This is an optimization exercise on Yosys and OpenROAD, whose aim is a short achievable clock period and few clock cycles, not a production implementation.
The RTL was checked by simulation tests, not by an equivalence proof against the original design.
Power figures rest on the tool's default switching activity, not on a simulated workload.

## north
Design icb, start of the top module:
module icb (
    input  wire        clk,
    input  wire        rst,
    input  wire        req_valid,
    output wire        req_ready,
    input  wire        req_we,
    input  wire [7:0]  req_addr,
    input  wire [63:0] req_wdata,
    output reg         rsp_valid,
    output reg  [63:0] rsp_rdata
);
    localparam [63:0] ID_VALUE = 64'h4943_4231_0000_0007;
    reg [63:0] xr [0:15];
    wire [1023:0] xr_flat;
    genvar gx;
    generate
        for (gx = 0; gx < 16; gx = gx + 1) begin : g_xf
            assign xr_flat[64 * gx +: 64] = xr[gx];
        end
    endgenerate
    reg        st_err;
    reg [3:0]  st_code;
    reg [31:0] errcmd;
    reg        ready_q;
    reg        rst_q;
    assign req_ready = ready_q;
    function [63:0] unpack_field;
        input [31:0] w;
        input [2:0]  k;
        begin
            case (k)
                3'd0: unpack_field = {55'd0, w[31:23]};
                3'd1: unpack_field = {{59{w[22]}}, w[22:18]};
                3'd2: unpack_field = {{59{w[17]}}, w[17:13]};
                3'd3: unpack_field = {{59{w[12]}}, w[12:8]};
                3'd4: unpack_field = {60'd0, w[7:4]};
                3'd5: unpack_field = {60'd0, w[3:0]};
                default: unpack_field = 64'd0;
  ...
Size: roughly 12000 cells after synthesis, roughly 140 I/O pins, roughly 94000 um^2 of cells after synthesis.
export LEC_CHECK = 0
export CAP_MARGIN = 35
export CORE_MARGIN = 2
export CORE_UTILIZATION = 35
export PLACE_DENSITY = 0.5
export SLEW_MARGIN = 35
create_clock -name core_clock -period 13.0 [get_ports {clk}]
standard.sh (not shown) runs the stock make flow with config.mk's settings and CLKGATE_MAP_FILE= SYNTH_SCRIPT=/design/flow/synth_recipe.tcl, a recipe that flattens the netlist after the stock synthesis.
==> flow/flow/run.sh <==
#!/bin/bash
# Layout flow: the standard flow, with the standard synthesis unchanged,
# the timing repair of the later steps aiming 9.5 ns below the clock period
# (the SDC is unchanged), and the clock tree built with the "full" non-default
# routing rule (wider clock wires and spacing) for less clock latency.
set -euo pipefail
bash standard.sh synth > synth.log 2>&1
bash standard.sh SETUP_SLACK_MARGIN=9.5 "CTS_ARGS=-sink_clustering_enable -repair_clock_nets -apply_ndr full" finish > layout.log 2>&1
north has completed all stages; timing, DRC and antenna checks passed.
Testbench counts of north, summed over its fixed seeds: cycles 32,048.
diff inputs: north => south
# north
export LEC_CHECK = 0
export CAP_MARGIN = 35
export CORE_MARGIN = 2
export CORE_UTILIZATION = 35
export PLACE_DENSITY = 0.5
export SLEW_MARGIN = 35
create_clock -name core_clock -period 13.0 [get_ports {clk}]
# south
export LEC_CHECK = 0
export CAP_MARGIN = 35
export CORE_MARGIN = 2
export CORE_UTILIZATION = 35
export CTS_CLUSTER_DIAMETER = 80
export CTS_CLUSTER_SIZE = 25
export PLACE_DENSITY = 0.5
export SLEW_MARGIN = 35
create_clock -name core_clock -period 13.0 [get_ports {clk}]
==> flow/flow/run.sh <==
#!/bin/bash
# Layout flow: the standard flow, with the standard synthesis unchanged,
# and the timing repair of the later steps aiming 9.5 ns below the clock
# period (the SDC is unchanged) so that the layout runs as fast as it can.
set -euo pipefail
bash standard.sh synth > synth.log 2>&1
bash standard.sh SETUP_SLACK_MARGIN=9.5 finish > layout.log 2>&1
Results
- Upper clock frequency limit in south is 3.2 MHz higher than in north
- Overall die area: north vs south, no meaningful difference
- The height of the chip of north and that of south are within noise of each other.
- Compared north against south; combinational group power within noise.
- Taking north as the reference, in south clock insertion delay at the later pin of the skew report fell by 0.02 ns, worst setup slack after layout rose by 0.054 ns, post-layout net count fell by 72.
## Diff of input files: east against south
# south
export LEC_CHECK = 0
export CAP_MARGIN = 35
export CORE_MARGIN = 2
export CORE_UTILIZATION = 35
export CTS_CLUSTER_DIAMETER = 80
export CTS_CLUSTER_SIZE = 25
export PLACE_DENSITY = 0.5
export SLEW_MARGIN = 35
create_clock -name core_clock -period 13.0 [get_ports {clk}]
# east
export LEC_CHECK = 0
export CAP_MARGIN = 35
export CORE_MARGIN = 2
export CORE_UTILIZATION = 42
export PLACE_DENSITY = 0.58
export SLEW_MARGIN = 35
create_clock -name core_clock -period 13.0 [get_ports {clk}]
--- outcome ---
No stage failed in east, and the final checks on the layout all came back clean. east and south ended up with nearly the same post-synthesis sequential area ratio. Looking at number of vias in the routed layout across both flows, east is the weaker of the two, with south ahead. Relative to south, final-layout clock buffer total has increased by about 70% in east. Relative to south, east degrades worst setup slack after placement. Sort east and south by met3 track demand over resource desc -> top: east. Against south as the reference, east delivers a lower clock insertion delay at the later pin of the skew report. Against south, final RePlAce weighted congestion in east rose slightly.
## Diff of input files: west against east
# east
export LEC_CHECK = 0
export CAP_MARGIN = 35
export CORE_MARGIN = 2
export CORE_UTILIZATION = 42
export PLACE_DENSITY = 0.58
export SLEW_MARGIN = 35
create_clock -name core_clock -period 13.0 [get_ports {clk}]
# west
export LEC_CHECK = 0
export CAP_MARGIN = 35
export CORE_MARGIN = 2
export CORE_UTILIZATION = 35
export PLACE_DENSITY = 0.5
export SLEW_MARGIN = 35
create_clock -name core_clock -period 13.0 [get_ports {clk}]
==> flow/flow/run.sh <==
#!/bin/bash
# Layout flow: the standard flow, with the standard synthesis unchanged,
# the timing repair of the later steps aiming 9.5 ns below the clock period
# (the SDC is unchanged), and the clock tree built with the "half" non-default
# routing rule (wider clock wires and spacing) for less clock latency.
set -euo pipefail
bash standard.sh synth > synth.log 2>&1
bash standard.sh SETUP_SLACK_MARGIN=9.5 "CTS_ARGS=-sink_clustering_enable -repair_clock_nets -apply_ndr half" finish > layout.log 2>&1
[summary]
From east to west, count of non-CTS inverters in the layout did not move at all.
Sort west and east by clock latency on the worst-skew pair, ascending, and east comes first.
east -> west: antenna diode instance count increased by a little under 10%
Between west and east, fraction of layout instances using a drive strength above 1 is higher for west, east comes in under that.
The mean number of vias per cell of west is lower than that of east.
In the tables for west and east, share of the core filled with cells in the final layout reads higher with east.
From east to west the numbers moved as follows: number of cells after detailed placement rose by 627; area of all placed cells without fillers went up by 2.5%.
| sequential share of layout area | higher: east |
Modified inputs, middle compared to west
==> flow/flow/run.sh <==
#!/bin/bash
# Layout flow: the standard flow, with the standard synthesis unchanged,
# and the timing repair of the later steps aiming 9.5 ns below the clock
# period (the SDC is unchanged) so that the layout runs as fast as it can.
set -euo pipefail
bash standard.sh synth > synth.log 2>&1
bash standard.sh SETUP_SLACK_MARGIN=9.5 finish > layout.log 2>&1
--- outcome ---
Taking west as the reference, in middle cell total after placement level; simple logic cell fraction of the synthesized area level; total of fill cells in the finished design level. In terms of cell area, west and middle differ only marginally. Count of inverters not on the clock network in the layout of middle is on par with west. west → middle: fmax shows no meaningful change; depth of the critical timing path with buffers and inverters included shows no meaningful change. Between middle and west, the synthesized cell count figures differ only marginally.

static timing again, ports no longer ideal:
The results above use ideal ports. As a check the final layouts listed here were re-extracted and re-timed, cells and wires unchanged. Step 1 assumes that a clkbuf_16 drives the clock port and a buf_2 every other input. Step 2 moves the port delays by t, midway between the first and last clock arrival at a register: inputs arrive t later, outputs are due t later. That takes back most of the time a late clock gives input paths. Slacks: ideal / step 1 / step 2; pairs: ideal / step 1.
run	t, ns	setup WS [ns]	hold slack, ns	clock arrival spread, ns	worst data-port slew with drivers (ns)
north	1.078	8.837 / 8.727 / 9.209	0.327 / 0.327 / 0.327	0.086 / 0.086	0.13
south	1.058	8.891 / 8.781 / 9.255	0.328 / 0.328 / 0.328	0.087 / 0.088	0.12
east	1.008	8.815 / 8.710 / 9.218	0.285 / 0.285 / 0.285	0.117 / 0.117	0.14
west	1.062	8.870 / 8.756 / 9.244	0.325 / 0.325 / 0.325	0.104 / 0.104	0.14
middle	1.062	8.870 / 8.756 / 9.244	0.325 / 0.325 / 0.325	0.104 / 0.104	0.14
After both steps every run listed still meets setup and hold.
